This design comes from an exercise in tuning for small area, a short achievable clock period and few clock cycles per item on the open sky130 flow, not from production work. Function was checked by simulation only, so behaviour that the tests miss may differ from the original. No activity file was given, so power comes from the tool's default toggle rates.

[flow/config.mk]
export PLATFORM = sky130hd
export DESIGN_NAME = fivmac_core
export DESIGN_NICKNAME = fivmac_core
export VERILOG_FILES = /design/flow/design.v
export SDC_FILE = /design/flow/constraint.sdc
export NUM_CORES = 4
export LEC_CHECK = 0
export CAP_MARGIN = 20
export CORE_MARGIN = 2
export CORE_UTILIZATION = 50
export SETUP_SLACK_MARGIN = 5
export SLEW_MARGIN = 20
export SYNTH_HIERARCHICAL = 1
export SYNTH_MINIMUM_KEEP_SIZE = 1200
[flow/constraint.sdc]
create_clock -name core_clock -period 11.5 [get_ports {clk}]
set_input_delay 2.3000 -clock core_clock [delete_from_list [all_inputs] [get_ports {clk}]]
set_output_delay 2.3000 -clock core_clock [all_outputs]
set_load 0.01 [all_outputs]
[flow/design.v]
module fivmac_core (
    input  wire         clk,
    input  wire         rst,         
    input  wire         cmd_valid,
    input  wire [4:0]   cmd_op,
    input  wire [511:0] blk,         
    input  wire [159:0] h_in,        
    output wire         ready,
    output wire [159:0] h_out,       
    output wire [63:0]  blkcnt
);
    localparam [4:0] OP_INIT_MD5  = 5'h01;
    localparam [4:0] OP_COMP_MD5  = 5'h02;
    localparam [4:0] OP_WRITE_H   = 5'h04;
    localparam [4:0] OP_INIT_SHA1 = 5'h11;
    localparam [4:0] OP_COMP_SHA1 = 5'h12;
    localparam [31:0] IV0 = 32'h67452301;
    localparam [31:0] IV1 = 32'hEFCDAB89;
    localparam [31:0] IV2 = 32'h98BADCFE;
    localparam [31:0] IV3 = 32'h10325476;
    localparam [31:0] IV4 = 32'hC3D2E1F0;
    function [31:0] rol32(input [31:0] x, input [4:0] s);
        rol32 = (x << s) | (x >> (6'd32 - {1'b0, s}));
    endfunction
    function [31:0] bswap32(input [31:0] x);
        bswap32 = {x[7:0], x[15:8], x[23:16], x[31:24]};
    endfunction
    function [31:0] md5_k(input [5:0] i);
        case (i)
            6'd0:  md5_k = 32'hD76AA478;  6'd1:  md5_k = 32'hE8C7B756;
            6'd2:  md5_k = 32'h242070DB;  6'd3:  md5_k = 32'hC1BDCEEE;
            6'd4:  md5_k = 32'hF57C0FAF;  6'd5:  md5_k = 32'h4787C62A;
            6'd6:  md5_k = 32'hA8304613;  6'd7:  md5_k = 32'hFD469501;
            6'd8:  md5_k = 32'h698098D8;  6'd9:  md5_k = 32'h8B44F7AF;
            6'd10: md5_k = 32'hFFFF5BB1;  6'd11: md5_k = 32'h895CD7BE;
            6'd12: md5_k = 32'h6B901122;  6'd13: md5_k = 32'hFD987193;
            6'd14: md5_k = 32'hA679438E;  6'd15: md5_k = 32'h49B40821;
            6'd16: md5_k = 32'hF61E2562;  6'd17: md5_k = 32'hC040B340;
            6'd18: md5_k = 32'h265E5A51;  6'd19: md5_k = 32'hE9B6C7AA;
            6'd20: md5_k = 32'hD62F105D;  6'd21: md5_k = 32'h02441453;
            6'd22: md5_k = 32'hD8A1E681;  6'd23: md5_k = 32'hE7D3FBC8;
            6'd24: md5_k = 32'h21E1CDE6;  6'd25: md5_k = 32'hC33707D6;
            6'd26: md5_k = 32'hF4D50D87;  6'd27: md5_k = 32'h455A14ED;
            6'd28: md5_k = 32'hA9E3E905;  6'd29: md5_k = 32'hFCEFA3F8;
            6'd30: md5_k = 32'h676F02D9;  6'd31: md5_k = 32'h8D2A4C8A;
            6'd32: md5_k = 32'hFFFA3942;  6'd33: md5_k = 32'h8771F681;
            6'd34: md5_k = 32'h6D9D6122;  6'd35: md5_k = 32'hFDE5380C;
            6'd36: md5_k = 32'hA4BEEA44;  6'd37: md5_k = 32'h4BDECFA9;
            6'd38: md5_k = 32'hF6BB4B60;  6'd39: md5_k = 32'hBEBFBC70;
            6'd40: md5_k = 32'h289B7EC6;  6'd41: md5_k = 32'hEAA127FA;
            6'd42: md5_k = 32'hD4EF3085;  6'd43: md5_k = 32'h04881D05;
            6'd44: md5_k = 32'hD9D4D039;  6'd45: md5_k = 32'hE6DB99E5;
            6'd46: md5_k = 32'h1FA27CF8;  6'd47: md5_k = 32'hC4AC5665;
            6'd48: md5_k = 32'hF4292244;  6'd49: md5_k = 32'h432AFF97;
            6'd50: md5_k = 32'hAB9423A7;  6'd51: md5_k = 32'hFC93A039;
            6'd52: md5_k = 32'h655B59C3;  6'd53: md5_k = 32'h8F0CCC92;
            6'd54: md5_k = 32'hFFEFF47D;  6'd55: md5_k = 32'h85845DD1;
            6'd56: md5_k = 32'h6FA87E4F;  6'd57: md5_k = 32'hFE2CE6E0;
            6'd58: md5_k = 32'hA3014314;  6'd59: md5_k = 32'h4E0811A1;
            6'd60: md5_k = 32'hF7537E82;  6'd61: md5_k = 32'hBD3AF235;
            6'd62: md5_k = 32'h2AD7D2BB;  default: md5_k = 32'hEB86D391;
        endcase
    endfunction
    function [3:0] md5_g(input [5:0] i);
        case (i[5:4])
            2'd0:    md5_g = i[3:0];
            2'd1:    md5_g = 4'd1 + 4'd5 * i[3:0];
            2'd2:    md5_g = 4'd5 + 4'd3 * i[3:0];
            default: md5_g = 4'd7 * i[3:0];
        endcase
    endfunction
    function [1:0] sha_r(input [6:0] i);
        sha_r = (i < 7'd20) ? 2'd0 : (i < 7'd40) ? 2'd1 : (i < 7'd60) ? 2'd2 : 2'd3;
    endfunction
    function [1:0] md5_delta(input [1:0] r, input [1:0] j);
        case ({r, j})
            4'b00_00: md5_delta = 2'd3;  4'b00_01: md5_delta = 2'd3;
            4'b00_10: md5_delta = 2'd3;  4'b00_11: md5_delta = 2'd2;
            4'b01_00: md5_delta = 2'd1;  4'b01_01: md5_delta = 2'd0;
            4'b01_10: md5_delta = 2'd0;  4'b01_11: md5_delta = 2'd0;
            4'b10_00: md5_delta = 2'd0;  4'b10_01: md5_delta = 2'd2;
            4'b10_10: md5_delta = 2'd2;  4'b10_11: md5_delta = 2'd3;
            4'b11_00: md5_delta = 2'd2;  4'b11_01: md5_delta = 2'd1;
            4'b11_10: md5_delta = 2'd1;  default:  md5_delta = 2'd1;
        endcase
    endfunction
    localparam [31:0] SK0 = 32'h5A827999;
    localparam [31:0] SK1 = 32'h6ED9EBA1;
    localparam [31:0] SK2 = 32'h8F1BBCDC;
    localparam [31:0] SK3 = 32'hCA62C1D6;
    function [31:0] sha_f1(input [3:0] r, input [31:0] b, input [31:0] c, input [31:0] d);
        sha_f1 = ({32{r[0]}} & ((b & c) | (~b & d)))
               | ({32{r[1] | r[3]}} & (b ^ c ^ d))
               | ({32{r[2]}} & ((b & c) | (b & d) | (c & d)));
    endfunction
    function [31:0] sha_k1(input [3:0] r);
        sha_k1 = ({32{r[0]}} & SK0) | ({32{r[1]}} & SK1) | ({32{r[2]}} & SK2) | ({32{r[3]}} & SK3);
    endfunction
    function [3:0] onehot4(input [1:0] r);
        onehot4 = 4'b0001 << r;
    endfunction
    reg [31:0]  h0, h1, h2, h3, h4;      
    reg [63:0]  cnt;                     
    reg [31:0]  ra, rb, rc, rd, re;      
    reg [31:0]  pa;                      
    reg [31:0]  pb;                      
    reg [31:0]  qr;                      
    reg [511:0] w;                       
    reg         busy;
    reg         h0f, h1f;                
    reg         sha;                     
    reg         first;                   
    reg         last;                    
    reg [6:0]   t;                       
    reg [3:0]   xi;                      
    reg [4:0]   mf;                      
    reg [1:0]   md;                      
    reg [1:0]   mj;                      
    reg [3:0]   sr0;                     
    reg [3:0]   sr2;                     
    assign ready  = ~busy;
    wire [31:0] h0e   = h0f ? ra : h0;
    wire [31:0] h1e   = h1f ? rb : h1;
    assign h_out  = {h4, h3, h2, h1e, h0e};
    assign blkcnt = cnt;
    function [31:0] slot(input [3:0] j);
        slot = w[{j, 5'd0} +: 32];
    endfunction
    wire [5:0]  m_tn  = t[5:0] + 6'd1;
    wire [5:0]  m_tnn = t[5:0] + 6'd2;
    wire [3:0]  m_xi  = md5_g(m_tnn) - {m_tn[2:0], 1'b0};   
    wire [31:0] c1;                                      
    wire [31:0] m_bop = last ? c1 : rb;                  
    wire [31:0] m_nb;
    fm_md5_step u_md5 (.b(rb), .c(rc), .d(rd), .q(qr), .p(pa), .bop(m_bop),
                       .fsel(mf), .dl(md), .j(mj), .nb(m_nb));
    wire [31:0] s_g1  = first ? rd : last ? h0 : 32'd0;
    wire [31:0] s_g2  = first ? SK0 : 32'd0;
    wire [31:0] s_a1;                                    
    wire [31:0] s_a2;                                    
    fm_sha_pair u_sha (.q(qr), .p(pa), .a(ra), .b(rb), .c(rc), .pb(pb), .g1(s_g1), .g2(s_g2),
                       .r(sr0), .a1(s_a1), .a2(s_a2));
    wire [31:0] s_n0  = bswap32(rol32(bswap32(slot(4'd13) ^ slot(4'd8) ^ slot(4'd2) ^ slot(4'd0)), 5'd1));
    wire [31:0] s_n1  = bswap32(rol32(bswap32(slot(4'd14) ^ slot(4'd9) ^ slot(4'd3) ^ slot(4'd1)), 5'd1));
    wire [31:0] a_op1 = sha ? rol32(rb, 5'd30) : rd;
    wire [31:0] a_op2 = last ? (sha ? h3 : h0) : (sha ? sha_k1(sr2) : md5_k(m_tn));
    wire [31:0] a_op3 = last ? 32'd0 : (sha ? bswap32(slot(4'd3)) : slot(xi));
    wire [31:0] add_a;
    fm_add3 u_adda (.a(a_op1), .b(a_op2), .c(a_op3), .y(add_a));
    wire [31:0] b_op2 = last ? (sha ? h4 : h3) : sha_k1(sr2);
    wire [31:0] b_op3 = last ? 32'd0 : bswap32(slot(4'd2));
    wire [31:0] add_b;
    fm_sha_presum u_addb (.a1(s_a1), .a(ra), .b(rb), .c(rc), .k(b_op2), .w(b_op3),
                          .r(sr2 & {4{~last}}), .y(add_b));
    fm_add3 u_c1 (.a(h1), .b(sha ? qr : rb), .c(sha ? pa : 32'd0), .y(c1));
    wire [31:0] c2;
    fm_add3 u_c2 (.a(h2), .b(sha ? rol32(ra, 5'd30) : rb), .c(32'd0), .y(c2));
    wire [31:0] ch0   = (h1e & h2) | (~h1e & h3);
    wire [31:0] q_md5, q_sha;
    fm_add3 u_qmd5 (.a(ch0), .b(h0e), .c(md5_k(6'd0)), .y(q_md5));
    fm_add4 u_qsha (.a(rol32(h0e, 5'd5)), .b(ch0), .c(h4), .d(SK0), .y(q_sha));
    always @(posedge clk) begin
        if (busy & ~sha) begin
            ra <= rd; rb <= m_nb;
        end else if (busy) begin
            ra <= s_a2; rb <= s_a1;
        end else begin
            ra <= h0e; rb <= h1e;
        end
    end
    always @(posedge clk) begin
        if (!busy) begin
            rc <= h2; rd <= h3; re <= h4;
            w  <= blk;
            pa <= cmd_op[4] ? bswap32(blk[31:0]) : blk[31:0];
            pb <= bswap32(blk[63:32]);
            qr <= cmd_op[4] ? q_sha : q_md5;
            sha <= cmd_op[4];
            first <= 1'b1;
            last  <= 1'b0;
            t  <= 7'd0;
            xi <= 4'd1;
            mf <= 5'b10000;
            md <= md5_delta(2'd0, 2'd0);
            mj <= 2'd0;
            sr0 <= 4'b0001;
            sr2 <= 4'b0001;
        end else begin
            first <= 1'b0;
            last  <= sha ? (t == 7'd76) : (t == 7'd62);
            if (sha) begin
                rc <= rol32(ra, 5'd30); rd <= rol32(rb, 5'd30); re <= rc;
                qr <= rol32(s_a2, 5'd5);
                w  <= {s_n1, s_n0, w[511:64]};
                pa <= add_b;
                pb <= add_a;
                t  <= t + 7'd2;
                sr0 <= sr2;
                sr2 <= onehot4(sha_r(t + 7'd4));
            end else begin
                rc <= rb; rd <= rc;
                w  <= {w[63:0], w[511:64]};
                pa <= add_a;
                t  <= t + 7'd1;
                xi <= m_xi;
                mf <= {1'b0, onehot4(m_tn[5:4])};
                md <= md5_delta(m_tn[5:4], m_tn[1:0]);
                mj <= m_tn[1:0];
            end
        end
    end
    always @(posedge clk) begin
        if (rst) begin
            h0 <= 32'd0; h1 <= 32'd0; h2 <= 32'd0; h3 <= 32'd0; h4 <= 32'd0;
            cnt <= 64'd0;
            busy <= 1'b0;
            h0f <= 1'b0; h1f <= 1'b0;
        end else if (!busy) begin
            h0 <= h0e; h1 <= h1e;
            h0f <= 1'b0; h1f <= 1'b0;
            if (cmd_valid) begin
                case (cmd_op)
                    OP_INIT_MD5: begin
                        h0 <= IV0; h1 <= IV1; h2 <= IV2; h3 <= IV3;
                        cnt <= 64'd0;
                    end
                    OP_INIT_SHA1: begin
                        h0 <= IV0; h1 <= IV1; h2 <= IV2; h3 <= IV3; h4 <= IV4;
                        cnt <= 64'd0;
                    end
                    OP_WRITE_H: begin
                        h0 <= h_in[31:0];    h1 <= h_in[63:32];   h2 <= h_in[95:64];
                        h3 <= h_in[127:96];  h4 <= h_in[159:128];
                    end
                    OP_COMP_MD5, OP_COMP_SHA1: busy <= 1'b1;
                    default: ;   
                endcase
            end
        end else if (last) begin
            busy <= 1'b0;
            cnt  <= cnt + 64'd1;
            h0f <= sha; h1f <= ~sha;
            if (sha) begin
                h1 <= c1; h2 <= c2; h3 <= add_a; h4 <= add_b;
            end else begin
                h0 <= add_a; h2 <= c2; h3 <= add_b;
            end
        end
    end
endmodule
module fm_md5_step (
    input  wire [31:0] b, c, d, q, p, bop,
    input  wire [4:0]  fsel,
    input  wire [1:0]  dl, j,
    output wire [31:0] nb
);
    wire [31:0] f = ({32{fsel[0]}} & ((b & c) | (~b & d)))
                  | ({32{fsel[1]}} & ((b & d) | (c & ~d)))
                  | ({32{fsel[2]}} & (b ^ c ^ d))
                  | ({32{fsel[3]}} & (c ^ (b | ~d)))
                  | ({32{fsel[4]}} & q);
    wire [31:0] s = f + p;
    reg  [31:0] y, r;
    always @(*) begin
        case (dl)
            2'd0:    y = s;
            2'd1:    y = {s[30:0], s[31]};
            2'd2:    y = {s[29:0], s[31:30]};
            default: y = {s[28:0], s[31:29]};
        endcase
        case (j)
            2'd0:    r = {y[27:0], y[31:28]};
            2'd1:    r = {y[22:0], y[31:23]};
            2'd2:    r = {y[17:0], y[31:18]};
            default: r = {y[11:0], y[31:12]};
        endcase
    end
    assign nb = bop + r;
endmodule
module fm_sha_f (
    input  wire [3:0]  r,
    input  wire [31:0] b, c, d,
    output wire [31:0] f
);
    assign f = ({32{r[0]}} & ((b & c) | (~b & d)))
             | ({32{r[1] | r[3]}} & (b ^ c ^ d))
             | ({32{r[2]}} & ((b & c) | (b & d) | (c & d)));
endmodule
module fm_sha_pair (
    input  wire [31:0] q, p, a, b, c, pb, g1, g2,
    input  wire [3:0]  r,
    output wire [31:0] a1, a2
);
    wire [31:0] f;
    fm_sha_f u_f (.r(r), .b(a), .c({b[1:0], b[31:2]}), .d(c), .f(f));
    assign a1 = q + p;
    wire [31:0] s1 = f ^ pb ^ g1;
    wire [31:0] m1 = (f & pb) | (f & g1) | (pb & g1);
    wire [31:0] c1 = {m1[30:0], 1'b0};
    wire [31:0] s2 = s1 ^ c1 ^ g2;
    wire [31:0] m2 = (s1 & c1) | (s1 & g2) | (c1 & g2);
    wire [31:0] c2 = {m2[30:0], 1'b0};
    wire [31:0] x  = {a1[26:0], a1[31:27]};
    wire [31:0] s3 = s2 ^ c2 ^ x;
    wire [31:0] m3 = (s2 & c2) | (s2 & x) | (c2 & x);
    assign a2 = s3 + {m3[30:0], 1'b0};
endmodule
module fm_sha_presum (
    input  wire [31:0] a1, a, b, c, k, w,
    input  wire [3:0]  r,
    output wire [31:0] y
);
    wire [31:0] f;
    fm_sha_f u_f (.r(r), .b(a1), .c({a[1:0], a[31:2]}), .d({b[1:0], b[31:2]}), .f(f));
    wire [31:0] s1 = c ^ k ^ w;
    wire [31:0] m1 = (c & k) | (c & w) | (k & w);
    wire [31:0] c1 = {m1[30:0], 1'b0};
    wire [31:0] s2 = s1 ^ c1 ^ f;
    wire [31:0] m2 = (s1 & c1) | (s1 & f) | (c1 & f);
    assign y = s2 + {m2[30:0], 1'b0};
endmodule
module fm_add3 (input wire [31:0] a, b, c, output wire [31:0] y);
    assign y = a + b + c;
endmodule
module fm_add4 (input wire [31:0] a, b, c, d, output wire [31:0] y);
    assign y = a + b + c + d;
endmodule
[flow/run.sh]
#!/bin/bash
# synth_recipe.tcl (not shown) runs the flow's synth.tcl, then flattens the netlist and writes it again
# the make line also repeats each setting of config.mk as NAME=value (left out here)
make -C /OpenROAD-flow-scripts/flow DESIGN_CONFIG=/design/flow/config.mk WORK_HOME=/design/flow/orfs CLKGATE_MAP_FILE= SYNTH_SCRIPT=/design/flow/synth_recipe.tcl finish
==> results of run 1 <==
## path summary, 6_finish.rpt
kind	slack (ns)	cells after the start	end	start
worst max-delay path	4.76	27	rb[31]	sha
worst min-delay path	0.47	1	w[178]	w[242]
worst max register to register	4.76	27	rb[31]	sha
worst min register to register	0.47	1	w[178]	w[242]
## cells in the final DEF, fill, tap and decap left out, drive strengths merged, types with 65 or more instances in the layout
cell type	instances
nand2	974
dfxtp	929
clkdlybuf4s50	902
nor2	683
a21oi	675
mux2	620
inv	567
buf	425
xnor2	424
ha	404
o21ai	386
fa	322
mux2i	232
a211oi	224
a21o	215
mux4	178
xor2	168
clkbuf	164
nor2b	124
nor3	116
a31oi	102
o211ai	98
nand3	96
a222oi	80
a22oi	78
a221oi	76
nand2b	75
edfxtp	65
and2	65
## layer usage
layer / global-route usage [%] / up-vias / routed length (um)
li1: - / 35100 / -
met1: 61.0 / 41200 / 154000
met2: 73.1 / 6797 / 180000
met3: 15.5 / 1598 / 59300
met4: 46.4 / 22 / 50300
met5: 0 / - / 137
## worst max-delay path, cell delays in order (launching register included)
cell      delay [ns]
edfxtp_1        0.47
buf_12          0.19
buf_12          0.13
buf_16          0.19
nand2_1         0.12
nand2_1         0.20
fa_1            0.54
ha_1            0.39
nand2_1         0.10
nor2_1          0.37
a41oi_4         0.32
o21ai_2         0.49
a21o_1          0.19
a21oi_1         0.07
xnor2_1         0.18
mux2_2          0.29
ha_1            0.39
a21o_1          0.19
a21o_1          0.23
a221oi_2        0.26
o21ai_4         0.13
a31o_4          0.26
a41oi_2         0.16
o21ai_1         0.12
xnor2_1         0.21
xnor2_1         0.15
mux2i_1         0.09
a21oi_1         0.15
## what timing repair did
action / in CTS / in global routing
endpoints found under the setup margin: 203 / 129
buffers inserted: 140 / 102
resized for setup: 561 / 319
hold buffers: 0 / 0
pin swaps: 149 / 205
gates cloned: 11 / 8
## area by class of cell
type                    count  area [sq um]  area share [%]
clock inverters            52           752           0.727
well taps                2175          2720            2.63
repair buffers           1340         13200            12.8
inverters                 573          2200            2.13
multi-input cells        7132         60200            58.3
clock buffers             159          3320            3.21
diodes                     49           123           0.119
flip-flops and latches    994         20800            20.1
## per-module statistics from Yosys (local to each module, per instance)
module | cell area [sq um] | cells inside
fivmac_core | 67200 | 7424
fm_md5_step | 7370 | 1038
fm_sha_pair | 6920 | 792
## power breakdown
part           switching, mW  total [mW]  leakage [nW]  internal (mW)
sequential             0.358        4.06          8.45           3.70
combinational           5.97        9.86          31.8           3.89
clock                   1.73        4.05          1.99           2.32
## flip-flops by register name, summed over array words and instances (netlist names), 4 cells and up
register	flops
rb	32
sr0	4
pa	32
h3	32
h2	32
w	512
ra	32
xi	4
rd	32
rc	32
t	7
h0	32
qr	32
cnt	64
h1	32
sr2	4
h4	32
mf	5
pb	32
## cells by family after synthesis
logic type      Yosys count
compound gates         2399
xor+xnor                592
fa+ha+maj               726
buf+inv                1150
flops                   994
mux                    1030
other cells               1
simple gates           2362
==> results.toml, run 1 <==
[final_layout]
nNetsFinal = 11600
final_cells = 12500
drive_above_1_share_pct = 20.4
fin_util_pct = 63.7
fill_cells = 13300
synthToLayoutAreaGrowth_pct = 26.8
postLayoutCellArea_sq_mm = 0.103

[floorplanning]
start_util_pct = 50.2
core_sq_mm = 0.162
io_pins = 905
die_area_sq_mm = 0.166
fp.dieH_um = 408
row_count = 148
die_x_um = 408

[global_route]
overflow = 0
grt_max_degree = 142
grt_pass1_wl_um = 607000
grt_use_total_pct = 50.9
antenna_found_initial = 61
grt_pass1_vias = 80200

[yosys]
synth_cell_types = 119
synthAdderAreaFrac_pct = 14.1
synth_xor_area_share_pct = 6.38
synthTopCellsByCount = "nand2_1, dfxtp_1, nor2_1"
synth_top_family_by_area = "compound AO/OA/AOI/OAI gates"
synth_compound_area_share_pct = 19.6
ys_seq_elements = 994
synth.area.top_cells = "dfxtp_1, mux2_2, fa_1"
synth_most_common_cell = "nand2_1"
synth.area.mux_share_pct = 16.3
ys_seq_area_share_pct = 25.2
synthFlopType = "dfxtp_1"
yosys_warnings = 8
synth_top_cell_area_share_pct = 22.8
syn_area_sq_mm = 0.0815
avgSynthCellArea_sq_um = 8.81
synth-edff-count = 65
synthSimpleGateAreaFrac_pct = 13.0
yosysTopAreaCell = "dfxtp_1"
synth_cells = 9254
synthArstFlopShare_pct = 0

[sta]
hold_violations = 0
worst_pin_slew_ns = 1.28
fin_tns_setup_ns = 0
relSlewSlack_pct = 13.8
fmax_ghz = 0.148
setup_viol = 0
finalHoldWorstSlack_ns = 0.468
fin_skew_ns = 0.0774
rsz0062_at_grt = "true"
finalMaxSlewViolations = 0
timing.final.ws_setup_ns = 4.76
fin_crit_sh_pct = 58.6
post-route-min-period_ns = 6.74

[clocking]
cts_tree = "done"
cts-root-buf = "clkbuf_16"
cts.sinks = 994
h-tree-depth = 3
cts_buffer_depth = 3
clkTransAtPathRegs_ns = 0.07
cts_buffers = 113
insertion_delay_ns = 0.84

[routing]
ant_nets = 0
num_vias = 84800
drt_iter0_markers = 13100
viasPerCell = 6.80
first_pass_iters = 13
route.detailed.drc = 0
routed_wl_um = 444000
drt-wirelength-per-cell_um = 35.6

[setup_path]
crit_type = "reg2reg"
crit_path_end_kind = "register"
crit_path_start_kind = "register"
crit_path_max_fanout = 52
worstPathRequired_ns = 12.22
cp.arrival_ns = 7.46

[power_and_ir_drop]
total_power_mw = 18.0
power_leakage_nw = 42.3
powerDensity_mw_per_mm2 = 174
ir_drop_uv = 229

[place]
placedCellCount = 12000
gp_congestion = 1.10
placed_area_sq_mm = 0.0928
post-place-ws_ns = 2.54
dp_hpwl_um = 339000
io_buffers = 904

[run_status]
status = "finished clean"

[hold_path]
hold_class = "reg2reg"

[job]
cap_violations = 0
Testbench counts, summed over its fixed seeds: cycles 34,782, blocks 648.
==> inputs of run 2 (changes only) <==
--- a/flow/design.v
+++ b/flow/design.v
@@ -101,10 +101,12 @@
     endfunction
     reg [31:0]  h0, h1, h2, h3, h4;      
     reg [63:0]  cnt;                     
-    reg [31:0]  ra, rb, rc, rd, re;      
+    reg [31:0]  ra, rb, rc, rd;          
+    reg [31:0]  rbm;                     
     reg [31:0]  pa;                      
     reg [31:0]  pb;                      
     reg [31:0]  qr;                      
+    reg         c32;                     
     reg [511:0] w;                       
     reg         busy;
     reg         h0f, h1f;                
@@ -113,14 +115,14 @@
     reg         last;                    
     reg [6:0]   t;                       
     reg [3:0]   xi;                      
-    reg [4:0]   mf;                      
+    reg [3:0]   mf;                      
     reg [1:0]   md;                      
     reg [1:0]   mj;                      
     reg [3:0]   sr0;                     
     reg [3:0]   sr2;                     
     assign ready  = ~busy;
     wire [31:0] h0e   = h0f ? ra : h0;
-    wire [31:0] h1e   = h1f ? rb : h1;
+    wire [31:0] h1e   = h1f ? rbm : h1;
     assign h_out  = {h4, h3, h2, h1e, h0e};
     assign blkcnt = cnt;
     function [31:0] slot(input [3:0] j);
@@ -130,15 +132,13 @@
     wire [5:0]  m_tnn = t[5:0] + 6'd2;
     wire [3:0]  m_xi  = md5_g(m_tnn) - {m_tn[2:0], 1'b0};   
     wire [31:0] c1;                                      
-    wire [31:0] m_bop = last ? c1 : rb;                  
     wire [31:0] m_nb;
-    fm_md5_step u_md5 (.b(rb), .c(rc), .d(rd), .q(qr), .p(pa), .bop(m_bop),
+    fm_md5_step u_md5 (.b(rbm), .c(rc), .d(rd), .p(pa), .hx(last ? h1 : 32'd0),
                        .fsel(mf), .dl(md), .j(mj), .nb(m_nb));
-    wire [31:0] s_g1  = first ? rd : last ? h0 : 32'd0;
-    wire [31:0] s_g2  = first ? SK0 : 32'd0;
+    wire [31:0] s_g1  = last ? h0 : 32'd0;
     wire [31:0] s_a1;                                    
     wire [31:0] s_a2;                                    
-    fm_sha_pair u_sha (.q(qr), .p(pa), .a(ra), .b(rb), .c(rc), .pb(pb), .g1(s_g1), .g2(s_g2),
+    fm_sha_pair u_sha (.q(qr), .p(pa), .a(ra), .b(rb), .c(rc), .pb(pb), .g1(s_g1),
                        .r(sr0), .a1(s_a1), .a2(s_a2));
     wire [31:0] s_n0  = bswap32(rol32(bswap32(slot(4'd13) ^ slot(4'd8) ^ slot(4'd2) ^ slot(4'd0)), 5'd1));
     wire [31:0] s_n1  = bswap32(rol32(bswap32(slot(4'd14) ^ slot(4'd9) ^ slot(4'd3) ^ slot(4'd1)), 5'd1));
@@ -152,35 +152,37 @@
     wire [31:0] add_b;
     fm_sha_presum u_addb (.a1(s_a1), .a(ra), .b(rb), .c(rc), .k(b_op2), .w(b_op3),
                           .r(sr2 & {4{~last}}), .y(add_b));
-    fm_add3 u_c1 (.a(h1), .b(sha ? qr : rb), .c(sha ? pa : 32'd0), .y(c1));
+    fm_add3 u_c1 (.a(h1), .b(qr), .c(pa), .y(c1));
     wire [31:0] c2;
-    fm_add3 u_c2 (.a(h2), .b(sha ? rol32(ra, 5'd30) : rb), .c(32'd0), .y(c2));
-    wire [31:0] ch0   = (h1e & h2) | (~h1e & h3);
-    wire [31:0] q_md5, q_sha;
-    fm_add3 u_qmd5 (.a(ch0), .b(h0e), .c(md5_k(6'd0)), .y(q_md5));
-    fm_add4 u_qsha (.a(rol32(h0e, 5'd5)), .b(ch0), .c(h4), .d(SK0), .y(q_sha));
+    fm_add3 u_c2 (.a(h2), .b(sha ? rol32(ra, 5'd30) : rbm), .c(32'd0), .y(c2));
     always @(posedge clk) begin
-        if (busy & ~sha) begin
-            ra <= rd; rb <= m_nb;
-        end else if (busy) begin
+        rbm <= (busy & ~first) ? m_nb : h1;
+        if (busy & ~first) begin
             ra <= s_a2; rb <= s_a1;
+            if (sha) begin
+                rc <= rol32(ra, 5'd30); rd <= rol32(rb, 5'd30);
+            end else begin
+                rc <= rbm; rd <= rc;
+            end
+        end else if (busy) begin
+            ra <= h0; rb <= h1; rc <= h2; rd <= h3;
         end else begin
-            ra <= h0e; rb <= h1e;
+            ra <= rol32(h2, 5'd2); rb <= rol32(h3, 5'd2); rc <= h4; rd <= h0e;
         end
     end
+    always @(posedge clk) pb <= add_a;
     always @(posedge clk) begin
         if (!busy) begin
-            rc <= h2; rd <= h3; re <= h4;
-            w  <= blk;
-            pa <= cmd_op[4] ? bswap32(blk[31:0]) : blk[31:0];
-            pb <= bswap32(blk[63:32]);
-            qr <= cmd_op[4] ? q_sha : q_md5;
+            w  <= {blk[447:0], blk[511:448]};
+            pa <= 32'd0;
+            qr <= h1e;
+            c32 <= &cnt[31:0];
             sha <= cmd_op[4];
             first <= 1'b1;
             last  <= 1'b0;
-            t  <= 7'd0;
-            xi <= 4'd1;
-            mf <= 5'b10000;
+            t  <= 7'd63;
+            xi <= 4'd2;
+            mf <= 4'b0001;
             md <= md5_delta(2'd0, 2'd0);
             mj <= 2'd0;
             sr0 <= 4'b0001;
@@ -189,21 +191,18 @@
             first <= 1'b0;
             last  <= sha ? (t == 7'd76) : (t == 7'd62);
             if (sha) begin
-                rc <= rol32(ra, 5'd30); rd <= rol32(rb, 5'd30); re <= rc;
-                qr <= rol32(s_a2, 5'd5);
-                w  <= {s_n1, s_n0, w[511:64]};
+                qr <= first ? rol32(h0, 5'd5) : rol32(s_a2, 5'd5);
+                w  <= {first ? w[63:0] : {s_n1, s_n0}, w[511:64]};
                 pa <= add_b;
-                pb <= add_a;
-                t  <= t + 7'd2;
+                t  <= first ? 7'd0 : t + 7'd2;
                 sr0 <= sr2;
-                sr2 <= onehot4(sha_r(t + 7'd4));
+                sr2 <= first ? 4'b0001 : onehot4(sha_r(t + 7'd4));
             end else begin
-                rc <= rb; rd <= rc;
                 w  <= {w[63:0], w[511:64]};
                 pa <= add_a;
-                t  <= t + 7'd1;
+                t  <= first ? 7'd0 : t + 7'd1;
                 xi <= m_xi;
-                mf <= {1'b0, onehot4(m_tn[5:4])};
+                mf <= onehot4(m_tn[5:4]);
                 md <= md5_delta(m_tn[5:4], m_tn[1:0]);
                 mj <= m_tn[1:0];
             end
@@ -238,7 +237,7 @@
             end
         end else if (last) begin
             busy <= 1'b0;
-            cnt  <= cnt + 64'd1;
+            cnt  <= {cnt[63:32] + {31'd0, c32}, cnt[31:0] + 32'd1};
             h0f <= sha; h1f <= ~sha;
             if (sha) begin
                 h1 <= c1; h2 <= c2; h3 <= add_a; h4 <= add_b;
@@ -249,33 +248,73 @@
     end
 endmodule
 module fm_md5_step (
-    input  wire [31:0] b, c, d, q, p, bop,
-    input  wire [4:0]  fsel,
+    input  wire [31:0] b, c, d, p, hx,
+    input  wire [3:0]  fsel,
     input  wire [1:0]  dl, j,
     output wire [31:0] nb
 );
-    wire [31:0] f = ({32{fsel[0]}} & ((b & c) | (~b & d)))
-                  | ({32{fsel[1]}} & ((b & d) | (c & ~d)))
-                  | ({32{fsel[2]}} & (b ^ c ^ d))
-                  | ({32{fsel[3]}} & (c ^ (b | ~d)))
-                  | ({32{fsel[4]}} & q);
-    wire [31:0] s = f + p;
-    reg  [31:0] y, r;
+    wire [31:0] x1 = ({32{fsel[0]}} & c) | ({32{fsel[1]}} & (c | d))
+                   | ({32{fsel[2]}} & ~(c ^ d)) | ({32{fsel[3]}} & ~c);
+    wire [31:0] x0 = ({32{fsel[0]}} & d) | ({32{fsel[1]}} & (c & ~d))
+                   | ({32{fsel[2]}} & (c ^ d)) | ({32{fsel[3]}} & ~(c ^ d));
+    wire [31:0] f  = (b & x1) | (~b & x0);
+    function [31:0] rot(input [1:0] dl, input [1:0] j, input [31:0] x);
+        reg [31:0] y;
+        begin
+            case (dl)
+                2'd0:    y = x;
+                2'd1:    y = {x[30:0], x[31]};
+                2'd2:    y = {x[29:0], x[31:30]};
+                default: y = {x[28:0], x[31:29]};
+            endcase
+            case (j)
+                2'd0:    rot = {y[27:0], y[31:28]};
+                2'd1:    rot = {y[22:0], y[31:23]};
+                2'd2:    rot = {y[17:0], y[31:18]};
+                default: rot = {y[11:0], y[31:12]};
+            endcase
+        end
+    endfunction
+    reg [31:0] g, t;
+    reg [32:0] cy;
+    integer k, l;
     always @(*) begin
-        case (dl)
-            2'd0:    y = s;
-            2'd1:    y = {s[30:0], s[31]};
-            2'd2:    y = {s[29:0], s[31:30]};
-            default: y = {s[28:0], s[31:29]};
-        endcase
-        case (j)
-            2'd0:    r = {y[27:0], y[31:28]};
-            2'd1:    r = {y[22:0], y[31:23]};
-            2'd2:    r = {y[17:0], y[31:18]};
-            default: r = {y[11:0], y[31:12]};
+        g = f & p;
+        t = f ^ p;
+        for (l = 1; l < 32; l = l * 2) begin
+            for (k = 31; k >= l; k = k - 1) begin
+                g[k] = g[k] | (t[k] & g[k - l]);
+                t[k] = t[k] & t[k - l];
+            end
+        end
+        cy = {g, 1'b0};
+    end
+    reg cm;
+    always @(*) begin
+        case ({j, dl})
+            4'b00_00: cm = cy[28];  4'b00_01: cm = cy[27];
+            4'b00_10: cm = cy[26];  4'b00_11: cm = cy[25];
+            4'b01_00: cm = cy[23];  4'b01_01: cm = cy[22];
+            4'b01_10: cm = cy[21];  4'b01_11: cm = cy[20];
+            4'b10_00: cm = cy[18];  4'b10_01: cm = cy[17];
+            4'b10_10: cm = cy[16];  4'b10_11: cm = cy[15];
+            4'b11_00: cm = cy[12];  4'b11_01: cm = cy[11];
+            4'b11_10: cm = cy[10];  default:  cm = cy[9];
         endcase
     end
-    assign nb = bop + r;
+    wire [31:0] hi   = rot(dl, j, 32'd1) - 32'd1;    
+    wire [31:0] corr = ({32{cy[32]}} & ~hi) | {31'd0, cm};
+    wire [31:0] rf = rot(dl, j, f);
+    wire [31:0] rp = rot(dl, j, p);
+    wire [31:0] s0 = b ^ rp ^ hx;
+    wire [31:0] m0 = (b & rp) | (b & hx) | (rp & hx);
+    wire [31:0] c0 = {m0[30:0], 1'b0};
+    wire [31:0] s1 = s0 ^ c0 ^ rf;
+    wire [31:0] m1 = (s0 & c0) | (s0 & rf) | (c0 & rf);
+    wire [31:0] c1 = {m1[30:0], 1'b0};
+    wire [31:0] s2 = s1 ^ c1 ^ corr;
+    wire [31:0] m2 = (s1 & c1) | (s1 & corr) | (c1 & corr);
+    assign nb = s2 + {m2[30:0], 1'b0};
 endmodule
 module fm_sha_f (
     input  wire [3:0]  r,
@@ -287,19 +326,16 @@
              | ({32{r[2]}} & ((b & c) | (b & d) | (c & d)));
 endmodule
 module fm_sha_pair (
-    input  wire [31:0] q, p, a, b, c, pb, g1, g2,
+    input  wire [31:0] q, p, a, b, c, pb, g1,
     input  wire [3:0]  r,
     output wire [31:0] a1, a2
 );
     wire [31:0] f;
     fm_sha_f u_f (.r(r), .b(a), .c({b[1:0], b[31:2]}), .d(c), .f(f));
     assign a1 = q + p;
-    wire [31:0] s1 = f ^ pb ^ g1;
+    wire [31:0] s2 = f ^ pb ^ g1;
     wire [31:0] m1 = (f & pb) | (f & g1) | (pb & g1);
-    wire [31:0] c1 = {m1[30:0], 1'b0};
-    wire [31:0] s2 = s1 ^ c1 ^ g2;
-    wire [31:0] m2 = (s1 & c1) | (s1 & g2) | (c1 & g2);
-    wire [31:0] c2 = {m2[30:0], 1'b0};
+    wire [31:0] c2 = {m1[30:0], 1'b0};
     wire [31:0] x  = {a1[26:0], a1[31:27]};
     wire [31:0] s3 = s2 ^ c2 ^ x;
     wire [31:0] m3 = (s2 & c2) | (s2 & x) | (c2 & x);
@@ -322,6 +358,3 @@
 module fm_add3 (input wire [31:0] a, b, c, output wire [31:0] y);
     assign y = a + b + c;
 endmodule
-module fm_add4 (input wire [31:0] a, b, c, d, output wire [31:0] y);
-    assign y = a + b + c + d;
-endmodule
==> flow/flow/run.sh (new file) <==
#!/bin/bash
# The standard layout (the standard.sh, standard synthesis included),
# with one change: the buffers that placement puts on every input and output
# port are buf_2 cells instead of the delay cells the resizer picks by
# default. Clock period, constraints and the rest of the flow are unchanged.
set -e
cfg="${FLOW_CONFIG:-config.mk}"
echo "export BUFFER_PORTS_ARGS = -buffer_cell sky130_fd_sc_hd__buf_2" >> "$cfg"
bash standard.sh > standard.log 2>&1
==> flow/standard.sh (new file) <==
#!/bin/bash
# synth_recipe.tcl (not shown) runs the flow's synth.tcl, then flattens the netlist and writes it again
# the make line also repeats each setting of config.mk as NAME=value (left out here)
make -C /OpenROAD-flow-scripts/flow DESIGN_CONFIG=/design/flow/config.mk WORK_HOME=/design/flow/orfs CLKGATE_MAP_FILE= SYNTH_SCRIPT=/design/flow/synth_recipe.tcl "${@:-finish}"
--- a/flow/config.mk
+++ b/flow/config.mk
@@ -7,8 +7,9 @@
 export LEC_CHECK = 0
 export CAP_MARGIN = 20
 export CORE_MARGIN = 2
-export CORE_UTILIZATION = 50
+export CORE_UTILIZATION = 40
 export SETUP_SLACK_MARGIN = 5
 export SLEW_MARGIN = 20
 export SYNTH_HIERARCHICAL = 1
 export SYNTH_MINIMUM_KEEP_SIZE = 1200
+export BUFFER_PORTS_ARGS = -buffer_cell sky130_fd_sc_hd__buf_2
removed: flow/run.sh
==> run 2 against run 1 <==
  * Utilization is 15 points lower
  * Cell count is 3.5% lower
  * Clock power is 2% higher
  * Largest cell class unchanged
  * Highest routed layer unchanged
==> results.toml, run 2 <==
[clocking]
h-tree-depth = 3
clkTransAtPathRegs_ns = 0.07
cts.sinks = 1026
insertion_delay_ns = 0.82
cts_buffer_depth = 3
cts_buffers = 120
cts-root-buf = "clkbuf_16"
cts_tree = "done"
cts_hold_buf = 0

[routing]
ant_nets = 0
drt-wirelength-per-cell_um = 33.7
viasPerCell = 6.21
drt_iter0_markers = 8776
first_pass_iters = 10
num_vias = 74800
routed_wl_um = 405000
route.detailed.drc = 0

[sta]
fmax_ghz = 0.150
fin_skew_ns = 0.0742
setup_viol = 0
finalMaxSlewViolations = 0
finalHoldWorstSlack_ns = 0.467
fin_crit_sh_pct = 58.1
rsz0062_at_grt = "true"
hold_violations = 0
worst_pin_slew_ns = 1.20
fin_tns_setup_ns = 0
relSlewSlack_pct = 19.3
post-route-min-period_ns = 6.69
timing.final.ws_setup_ns = 4.81

[power_and_ir_drop]
total_power_mw = 12.0
powerDensity_mw_per_mm2 = 128
ir_drop_uv = 138
power_leakage_nw = 40.5

[global_route]
overflow = 0
grt_use_total_pct = 39.0
antenna_found_initial = 63
grt_max_degree = 142
grt_pass1_vias = 72100
grt_pass1_wl_um = 553000

[yosys]
yosys_warnings = 8
syn_area_sq_mm = 0.0786
synthTopCellsByCount = "dfxtp_1, mux2_2, nor2_1"
synth_most_common_cell = "dfxtp_1"
synth.area.top_cells = "dfxtp_1, mux2_2, fa_1"
ys_seq_area_share_pct = 26.6
synth_cell_types = 117
avgSynthCellArea_sq_um = 9.26
synthFlopType = "dfxtp_1"
synth-edff-count = 34
yosysTopAreaCell = "dfxtp_1"
synthArstFlopShare_pct = 0
synth_cells = 8489
ys_seq_elements = 1026
synth_top_cell_area_share_pct = 25.3

[setup_path]
crit_path_end_kind = "register"
crit_path_start = "rc[2]"
crit_type = "reg2reg"
cp.arrival_ns = 7.38
r2r_start = "rc[2]"
crit_path_max_fanout = 6
crit_path_start_kind = "register"
worstPathRequired_ns = 12.20
crit_path_max_incr_delay_ns = 0.46
crit_slowest_cell = "a2111oi_2"

[place]
io_buffers = 904
placed_area_sq_mm = 0.0856
post-place-ws_ns = 3.34
gp_congestion = 1.05
placedCellCount = 11600
dp_hpwl_um = 316000

[run_status]
status = "finished clean"

[final_layout]
regMostFlops = "w"
mostFrequentLayoutCell = "dfxtp_1"
synthToLayoutAreaGrowth_pct = 19.7
postLayoutCellArea_sq_mm = 0.0941
drive_above_1_share_pct = 30.1
final_cell_mix = "dfxtp_1, buf_2, mux2_2, nor2_1, nand2_1"
fin_util_pct = 48.2
reg_top3 = "w (512), cnt (64)"
nNetsFinal = 10700
largest_register_ffs = 512
final_cells = 12000

[floorplanning]
die_x_um = 447
fp.dieH_um = 447
core_sq_mm = 0.195
io_pins = 905
row_count = 162
start_util_pct = 40.3
die_area_sq_mm = 0.200

[job]
cap_violations = 0

[hold_path]
hold_class = "reg2reg"
worstHoldStart = "w[146]"
## run 2: layout make-up
| cell class | instances | area (sq um) |
|---|---|---|
| repair buffers | 1218 | 7400 |
| fillers | 18400 | 101000 |
| diodes | 31 | 77.6 |
| flip-flops and latches | 1026 | 21100 |
| inverters | 544 | 2080 |
| clock buffers | 168 | 3490 |
| well taps | 2624 | 3280 |
| multi-input cells | 6378 | 56000 |
| clock inverters | 51 | 668 |
## run 2: logic make-up after synthesis
group | synth area share, %
fa+ha+maj | 14.3
compound gates | 17.1
mux | 20.6
xor+xnor | 5.38
buf+inv | 5.31
simple gates | 10.8
flops | 26.6
## run 2: worst max-delay path, delay by kind of cell, from the launching register on
kind	cells	cell delay (ns)
compound gates	15	3.22
xor+xnor	1	0.08
fa+ha+maj	4	1.24
buf+inv	5	0.74
flops	1	0.37
mux	1	0.25
simple gates	5	0.64
## run 2: per-layer routing
layer / track usage (%) / wire length [um] / share of wire (%) / vias up
met1: 46.4 / 146000 / 36 / 36900
met4: 34.2 / 43600 / 11 / 44
met5: 0 / 253 / 0.062 / -
met2: 60.1 / 179000 / 44 / 4594
li1: - / - / - / 32100
met3: 7.61 / 36900 / 9.1 / 1196
## run 2: what timing repair did
action	in CTS	in global routing
buffers inserted	95	73
pin swaps	75	64
endpoints found under the setup margin	189	94
resized for setup	351	241
cloned	3	4
## run 2: per-module statistics from Yosys, one instance, submodules excluded
module	cells inside	times used
fm_md5_step	1452	1
fivmac_core	6360	1
fm_sha_pair	677	1
## run 2: report_power, final
part | switching, mW | total, mW | internal [mW]
clock | 1.76 | 4.12 | 2.36
sequential | 0.295 | 4.10 | 3.81
combinational | 2.31 | 3.79 | 1.48
## run 2: path summary, 6_finish.rpt
kind / to / slack, ns / cells after the start
min reg2reg: w[82] / 0.47 / 1
max reg2reg: rbm[28] / 4.81 / 31
min: w[82] / 0.47 / 1
max: rbm[28] / 4.81 / 31
Testbench counts of run 2, summed over its fixed seeds: cycles 35,430, blocks 648.
==> inputs of run 3 (changes only) <==
--- a/flow/design.v
+++ b/flow/design.v
@@ -112,6 +112,7 @@
     reg         h0f, h1f;                
     reg         sha;                     
     reg         first;                   
+    reg         run;                     
     reg         last;                    
     reg [6:0]   t;                       
     reg [3:0]   xi;                      
@@ -156,29 +157,23 @@
     wire [31:0] c2;
     fm_add3 u_c2 (.a(h2), .b(sha ? rol32(ra, 5'd30) : rbm), .c(32'd0), .y(c2));
     always @(posedge clk) begin
-        rbm <= (busy & ~first) ? m_nb : h1;
-        if (busy & ~first) begin
-            ra <= s_a2; rb <= s_a1;
-            if (sha) begin
-                rc <= rol32(ra, 5'd30); rd <= rol32(rb, 5'd30);
-            end else begin
-                rc <= rbm; rd <= rc;
-            end
-        end else if (busy) begin
-            ra <= h0; rb <= h1; rc <= h2; rd <= h3;
-        end else begin
-            ra <= rol32(h2, 5'd2); rb <= rol32(h3, 5'd2); rc <= h4; rd <= h0e;
-        end
+        rbm <= run ? m_nb : h1;
+        ra  <= run ? s_a2 : busy ? h0 : rol32(h2, 5'd2);
+        rb  <= run ? s_a1 : busy ? h1 : rol32(h3, 5'd2);
+        qr  <= run ? rol32(s_a2, 5'd5) : busy ? rol32(h0, 5'd5) : h1e;
+        rc  <= run ? (sha ? rol32(ra, 5'd30) : rbm) : busy ? h2 : h4;
+        rd  <= run ? (sha ? rol32(rb, 5'd30) : rc) : busy ? h3 : h0e;
+        pa  <= (busy & sha) ? add_b : busy ? add_a : 32'd0;
+        pb  <= add_a;
+        w   <= !busy ? {blk[447:0], blk[511:448]}
+                     : {(run & sha) ? {s_n1, s_n0} : w[63:0], w[511:64]};
     end
-    always @(posedge clk) pb <= add_a;
     always @(posedge clk) begin
-        if (!busy) begin
-            w  <= {blk[447:0], blk[511:448]};
-            pa <= 32'd0;
-            qr <= h1e;
+        if (rst | !busy) begin
             c32 <= &cnt[31:0];
             sha <= cmd_op[4];
             first <= 1'b1;
+            run   <= 1'b0;
             last  <= 1'b0;
             t  <= 7'd63;
             xi <= 4'd2;
@@ -189,17 +184,13 @@
             sr2 <= 4'b0001;
         end else begin
             first <= 1'b0;
+            run   <= ~last;
             last  <= sha ? (t == 7'd76) : (t == 7'd62);
             if (sha) begin
-                qr <= first ? rol32(h0, 5'd5) : rol32(s_a2, 5'd5);
-                w  <= {first ? w[63:0] : {s_n1, s_n0}, w[511:64]};
-                pa <= add_b;
                 t  <= first ? 7'd0 : t + 7'd2;
                 sr0 <= sr2;
                 sr2 <= first ? 4'b0001 : onehot4(sha_r(t + 7'd4));
             end else begin
-                w  <= {w[63:0], w[511:64]};
-                pa <= add_a;
                 t  <= first ? 7'd0 : t + 7'd1;
                 xi <= m_xi;
                 mf <= onehot4(m_tn[5:4]);
--- a/flow/config.mk
+++ b/flow/config.mk
@@ -10,6 +10,4 @@
 export CORE_UTILIZATION = 40
 export SETUP_SLACK_MARGIN = 5
 export SLEW_MARGIN = 20
-export SYNTH_HIERARCHICAL = 1
-export SYNTH_MINIMUM_KEEP_SIZE = 1200
 export BUFFER_PORTS_ARGS = -buffer_cell sky130_fd_sc_hd__buf_2
==> run 3 against run 2 <==
  * Critical endpoint is now rbm[31]
  * Non-clock buffer count grew 21
  * Global-route usage grew 5.6 points
  * Worst hold slack lost 0.0019 ns
  * Largest cell class unchanged
  * Die area shrank 0.44%
  * Sequential cell count grew 1
  * Synthesized cell count grew 2.4%
  * Sequential share of layout area shrank 0.36 points
  * Highest routed layer unchanged
  * Utilization is essentially flat
==> results.toml, run 3 <==
[clocking]
cts-root-buf = "clkbuf_16"
cts.sinks = 1027
insertion_delay_ns = 0.84
h-tree-depth = 3
clkTransAtPathRegs_ns = 0.06
cts_buffers = 120
cts_buffer_depth = 3
cts_tree = "done"
cts_hold_buf = 0

[setup_path]
crit_type = "reg2reg"
r2r_start = "mf[1]"
regToRegSetupSlack_ns = 4.88
crit_path_max_fanout = 20
crit_path_start = "mf[1]"
rr_endpoint = "rbm[31]"
cp.arrival_ns = 7.33
crit_path_end_kind = "register"
reg2reg_depth = 22
worstPathRequired_ns = 12.21
endpoint = "rbm[31]"
crit_path_start_kind = "register"

[sta]
finalMaxSlewViolations = 0
setup_viol = 0
fin_crit_sh_pct = 57.6
fin_tns_setup_ns = 0
worst_pin_slew_ns = 1.30
fmax_ghz = 0.151
fin_skew_ns = 0.0592
relSlewSlack_pct = 12.8
hold_violations = 0
rsz0062_at_grt = "true"
post-route-min-period_ns = 6.62

[floorplanning]
start_util_pct = 40.2
row_count = 162
die_area_sq_mm = 0.199
core_sq_mm = 0.195
die_x_um = 446
io_pins = 905
fp.dieH_um = 446

[global_route]
grt_pass1_vias = 75200
grt_use_total_pct = 44.6
grt_pass1_wl_um = 618000
overflow = 0
grt_max_degree = 169
antenna_found_initial = 130

[hold_path]
hold_class = "reg2reg"

[yosys]
synthArstFlopShare_pct = 0
yosys_warnings = 2
ys_seq_area_share_pct = 26.3
yosysTopAreaCell = "dfxtp_1"
synth-edff-count = 2
synth_top_cell_area_share_pct = 26.2
synthFlopType = "dfxtp_1"
synth.area.top_cells = "dfxtp_1, fa_1, mux2_2"
ys_seq_elements = 1027
synth_cells = 8692
syn_area_sq_mm = 0.0782
avgSynthCellArea_sq_um = 9.00
synthTopCellsByCount = "dfxtp_1, nand2_1, nor2_1"
synth_most_common_cell = "dfxtp_1"
synth_cell_types = 94

[final_layout]
mostFrequentLayoutCell = "dfxtp_1"
synthToLayoutAreaGrowth_pct = 20.1
final_cell_mix = "dfxtp_1, buf_2, nand2_1, nor2_1, inv_1"
postLayoutCellArea_sq_mm = 0.0939
largest_register_ffs = 512
regMostFlops = "w"
nNetsFinal = 10900
final_cells = 12200
reg_top3 = "w (512), cnt (64)"
drive_above_1_share_pct = 27.9

[power_and_ir_drop]
power_leakage_nw = 39.8
ir_drop_uv = 143
powerDensity_mw_per_mm2 = 127

[place]
placed_area_sq_mm = 0.0859
placedCellCount = 11800
gp_congestion = 1.07
io_buffers = 904
dp_hpwl_um = 359000

[routing]
routed_wl_um = 460000
drt-wirelength-per-cell_um = 37.6
drt_iter0_markers = 9728
dr_wl_met2_um = 196000
first_pass_iters = 10
num_vias = 78200
met3_length_um = 46100
viasPerCell = 6.40
route.detailed.drc = 0
wirelength_met1_um = 163000
top_layer_used = "met5"
ant_nets = 0

[job]
cap_violations = 0

[run_status]
status = "finished clean"
==> run 3: cell types whose count changed after synthesis, sizes merged, moves of 63 or more <==
| cell | delta |
|---|---|
| o21ai | +72 |
| clkbuf | +63 |
| a21o | +115 |
| mux2 | -159 |
| a211oi | +86 |
| inv | +65 |
| nand2 | +146 |
==> run 3: area by class of cell <==
class,instances,area [sq um]
multi-input combinational,6506,55700
sequential,1027,20700
tap,2542,3180
timing repair buffer,1239,7600
clock inverter,51,729
antenna,75,188
fill,18700,101000
clock buffer,171,3480
inverter,609,2360
==> run 3: worst min path at each step <==
stage,start,end,slack [ns],depth (start not counted)
after floorplan,w[192],w[128],0.45,1
after global placement,w[377],w[313],0.46,1
after detailed placement,w[240],w[176],0.46,1
after CTS,w[511],w[447],0.46,1
after global routing,w[511],w[447],0.47,1
final,w[511],w[447],0.47,1
==> run 3: logic make-up (layout without fill, tap and decap cells) <==
group | count (synthesis) | in the layout | share of synthesized area (%)
adder cells (fa/ha/maj) | 694 | 694 | 14.4
flip-flops | 1027 | 1027 | 26.3
buffers and inverters | 1159 | 2070 | 5.58
multiplexers | 1108 | 1108 | 18.2
AND/OR/NAND/NOR | 2028 | 2028 | 11.7
AO/OA/AOI/OAI | 2217 | 2217 | 18.5
other | 0 | 75 | 0
XOR/XNOR | 459 | 459 | 5.17
==> run 3: repair_timing <==
item	in CTS	in global routing
setup endpoints to repair	192	122
gates resized for setup	313	273
cloned	4	0
buffers inserted	55	63
pin swaps	52	93
==> run 3: critical path, stage by stage, from the launching register on <==
cell and delay, ns:
dfxtp_4 0.41, bufbuf_16 0.34, a221oi_1 0.47, nand2_1 0.29, nand3_1 0.27, mux2i_2 0.18
mux2i_1 0.44, o21ai_0 0.13, o21ai_0 0.78, fa_1 0.54, inv_1 0.09, fa_1 0.43
ha_1 0.39, nor2_1 0.06, nor2_1 0.16, nand4_1 0.21, a21oi_2 0.29, nor2_4 0.11
o21a_1 0.18, nor2_1 0.19, a31oi_1 0.14, xnor2_1 0.14, mux2_2 0.27
==> run 3: power breakdown <==
group | internal [mW] | switching [mW] | leakage (nW)
combinational | 1.37 | 2.30 | 29.2
clock | 2.36 | 1.82 | 2.05
sequential | 3.80 | 0.297 | 8.54
==> run 3: routing by layer <==
layer / track usage [%] / vias up
met2: 66.9 / 5105
li1: - / 32900
met3: 11.4 / 1585
met5: 0.0977 / -
met4: 42.8 / 96
met1: 51.4 / 38500
==> run 3: metrics by stage <==
step	total power, mW	utilization, %	hold slack (ns)	setup slack, ns
final	12.0	48.3	0.465	4.88
after global routing	12.3	48.2	0.473	4.87
after CTS	11.7	47.3	0.459	4.97
after detailed placement	7.43	44.1	0.463	3.13
after global placement	7.42	44.1	0.458	3.08
after floorplan	6.00	-	0.451	4.95
Testbench counts of run 3, summed over its fixed seeds: cycles 35,430, blocks 648.
==> inputs of run 4 (changes only) <==
--- a/flow/config.mk
+++ b/flow/config.mk
@@ -8,6 +8,7 @@
 export CAP_MARGIN = 20
 export CORE_MARGIN = 2
 export CORE_UTILIZATION = 40
+export PLACE_DENSITY = 0.75
 export SETUP_SLACK_MARGIN = 5
 export SLEW_MARGIN = 20
 export BUFFER_PORTS_ARGS = -buffer_cell sky130_fd_sc_hd__buf_2
==> run 4 against run 3 <==
  * Area after synthesis unchanged
  * Register-to-register slack got worse by 0.03 ns
  * Combinational power decreased by 5%
  * Worst hold slack got worse by 0.0078 ns
  * Die area unchanged
  * Utilization decreased by 0.50 points
  * Sequential cell count unchanged
  * Global-route usage decreased by 3.5 points
  * Synthesized cell count unchanged
  * Largest power group unchanged
==> results.toml, run 4 <==
[global_route]
overflow = 0
antenna_found_initial = 79
grt_pass1_vias = 74500
grt_pass1_wl_um = 579000
grt_max_degree = 161
grt_use_total_pct = 41.1

[yosys]
synthArstFlopShare_pct = 0
synth-edff-count = 2
synthTopCellsByCount = "dfxtp_1, nand2_1, nor2_1"
avgSynthCellArea_sq_um = 9.00
syn_area_sq_mm = 0.0782
yosysTopAreaCell = "dfxtp_1"
yosys_warnings = 2
synth_top_cell_area_share_pct = 26.2
synth_cells = 8692
synthFlopType = "dfxtp_1"
ys_seq_area_share_pct = 26.3
synth.area.top_cells = "dfxtp_1, fa_1, mux2_2"
ys_seq_elements = 1027
synth_most_common_cell = "dfxtp_1"
synth_cell_types = 94

[floorplanning]
start_util_pct = 40.2
row_count = 162
fp.dieH_um = 446
core_sq_mm = 0.195
die_area_sq_mm = 0.199
die_x_um = 446
io_pins = 905

[routing]
route.detailed.drc = 0
ant_nets = 0
routed_wl_um = 429000
num_vias = 78100
viasPerCell = 6.43
drt-wirelength-per-cell_um = 35.3
first_pass_iters = 9
drt_iter0_markers = 10100

[clocking]
cts_buffer_depth = 3
h-tree-depth = 3
cts_tree = "done"
clkTransAtPathRegs_ns = 0.07
cts-root-buf = "clkbuf_16"
cts.sinks = 1027
insertion_delay_ns = 0.83
cts_hold_buf = 0
cts_buffers = 117

[sta]
finalMaxSlewViolations = 0
rsz0062_at_grt = "true"
fin_crit_sh_pct = 57.8
relSlewSlack_pct = 6.19
fin_tns_setup_ns = 0
setup_viol = 0
finalHoldWorstSlack_ns = 0.458
post-route-min-period_ns = 6.65
hold_violations = 0
fin_skew_ns = 0.0986
fmax_ghz = 0.150
worst_pin_slew_ns = 1.40

[job]
cap_violations = 0

[final_layout]
final_cell_mix = "dfxtp_1, buf_2, nand2_1, nor2_1, inv_1"
multi_input_area_sq_mm = 0.0553
postLayoutCellArea_sq_mm = 0.0930
drive_above_1_share_pct = 27.0
nNetsFinal = 10800
fill_cells = 18400
synthToLayoutAreaGrowth_pct = 18.8
regArea_sq_mm = 0.0208
final_cells = 12100
regMostFlops = "w"
reg_top3 = "w (512), cnt (64)"
mostFrequentLayoutCell = "dfxtp_1"
largest_register_ffs = 512

[setup_path]
r2r_start = "sha"
crit_path_end_kind = "register"
rr_endpoint = "h3[8]"
regToRegSetupSlack_ns = 4.85
reg2reg_depth = 15
worstPathRequired_ns = 12.18
crit_path_start_kind = "register"
crit_type = "reg2reg"
crit_path_max_fanout = 93
cp.arrival_ns = 7.33

[hold_path]
hold-path-cell-count = 1
hold_class = "reg2reg"
worstHoldStart = "w[248]"
holdPathEnd = "w[184]"

[run_status]
status = "finished clean"

[place]
io_buffers = 904
gp_congestion = 1.08
placed_area_sq_mm = 0.0854
placedCellCount = 11800
dp_hpwl_um = 336000

[power_and_ir_drop]
power_leakage_nw = 39.4
total_power_mw = 11.7
powerDensity_mw_per_mm2 = 126
ir_drop_uv = 142
run 4: cell counts after synthesis:
Identical to the previous run, type by type.
run 4: kinds of logic after synthesis:
logic type | count (synthesis) | synth area share, %
compound gates | 2217 | 18.5
simple gates | 2028 | 11.7
buf+inv | 1159 | 5.58
mux | 1108 | 18.2
flops | 1027 | 26.3
fa+ha+maj | 694 | 14.4
xor+xnor | 459 | 5.17
run 4: layer usage:
metal | vias to the layer above | global-route usage, % | share of wire, %
met5 | - | 0.342 | 0.095
li1 | 32700 | - | -
met3 | 1546 | 11.3 | 11
met1 | 38300 | 48.0 | 35
met2 | 5554 | 60.0 | 41
met4 | 48 | 40.1 | 12
run 4: layout make-up:
type,instances,share of cell area (%)
Antenna cell,56,0.151
Clock buffer,168,3.74
Clock inverter,55,0.817
Inverter,609,2.53
Multi-Input combinational cell,6506,59.4
Sequential cell,1027,22.3
Tap cell,2542,3.42
Timing Repair Buffer,1179,7.56
run 4: power by group:
part | switching [mW] | internal [mW]
Clock | 1.76 | 2.38
Sequential | 0.310 | 3.79
Combinational | 2.17 | 1.32
Total | 4.25 | 7.50
run 4: timing repair:
action / CTS / global route
gates resized for setup: 251 / 300
pin swaps: 37 / 92
setup endpoints to repair: 190 / 120
buffers inserted: 44 / 62
gates cloned: 0 / 6
run 4: worst max path at each step:
stage,slack [ns],endpoint,cells after the start,startpoint
finish,4.85,h3[8],15,sha
global route,4.86,h3[31],20,xi[0]
CTS,4.90,rbm[26],28,rc[20]
detailed placement,3.26,rbm[26],28,rc[3]
global placement,3.32,h3[29],25,t[1]
floorplan,4.95,rbm[26],31,mf[0]
run 4: critical path, cell delays in order (launching register included):
cell and delay (ns):
edfxtp_1 0.38, buf_12 0.45, buf_4 0.81, mux2i_1 0.17, a21oi_1 0.30, fa_1 0.48
fa_1 0.50, ha_1 0.30, a21o_1 0.10, a21oi_1 0.09, nor2b_1 0.27, o22ai_2 0.26
xnor2_1 1.14, o21ai_0 0.68, a21oi_1 0.28, nor2_1 0.08
run 4: per-stage QoR:
| stage | worst slack (ns) | utilization (%) |
|---|---|---|
| 4_1_cts | 4.90 | 46.7 |
| 5_1_grt | 4.86 | 47.7 |
| 3_5_place_dp | 3.26 | 43.9 |
| 3_3_place_gp | 3.32 | 43.9 |
| 6_report | 4.85 | 47.8 |
| 2_1_floorplan | 4.95 | - |

what the ideal ports hide:
In the flow no input, the clock included, has a driving cell. The finished layouts below were timed again as built, in two steps.
Step 1 sets driving cells, clkbuf_16 on the clock port and buf_2 on the other inputs (assumed; they add their load-dependent delay and slew).
Step 2 also shifts input and output timing later by t, the mid clock arrival at the registers, as if the neighbouring blocks saw the same clock.
Slacks: no drivers / after step 1 / after step 2; pairs: no drivers / after step 1.
run | t, ns | slack for setup (ns) | latest minus earliest clock arrival (ns) | slew at the worst register clock pin (ns) | cell pins on the clock port's net
run 1 | 0.877 | 4.761 / 4.761 / 4.679 | 0.077 / 0.077 | 0.07 / 0.07 | 1
run 2 | 0.890 | 4.814 / 4.814 / 4.814 | 0.076 / 0.076 | 0.07 / 0.07 | 1
run 3 | 0.905 | 4.876 / 4.876 / 4.876 | 0.060 / 0.060 | 0.07 / 0.07 | 1
run 4 | 0.867 | 4.849 / 4.849 / 4.849 | 0.099 / 0.099 | 0.07 / 0.07 | 1
After both steps setup and hold are still met in every run listed. The setup slack of run 1, which loses most, moves by 0.000 ns with the drivers and by -0.082 ns with both steps.
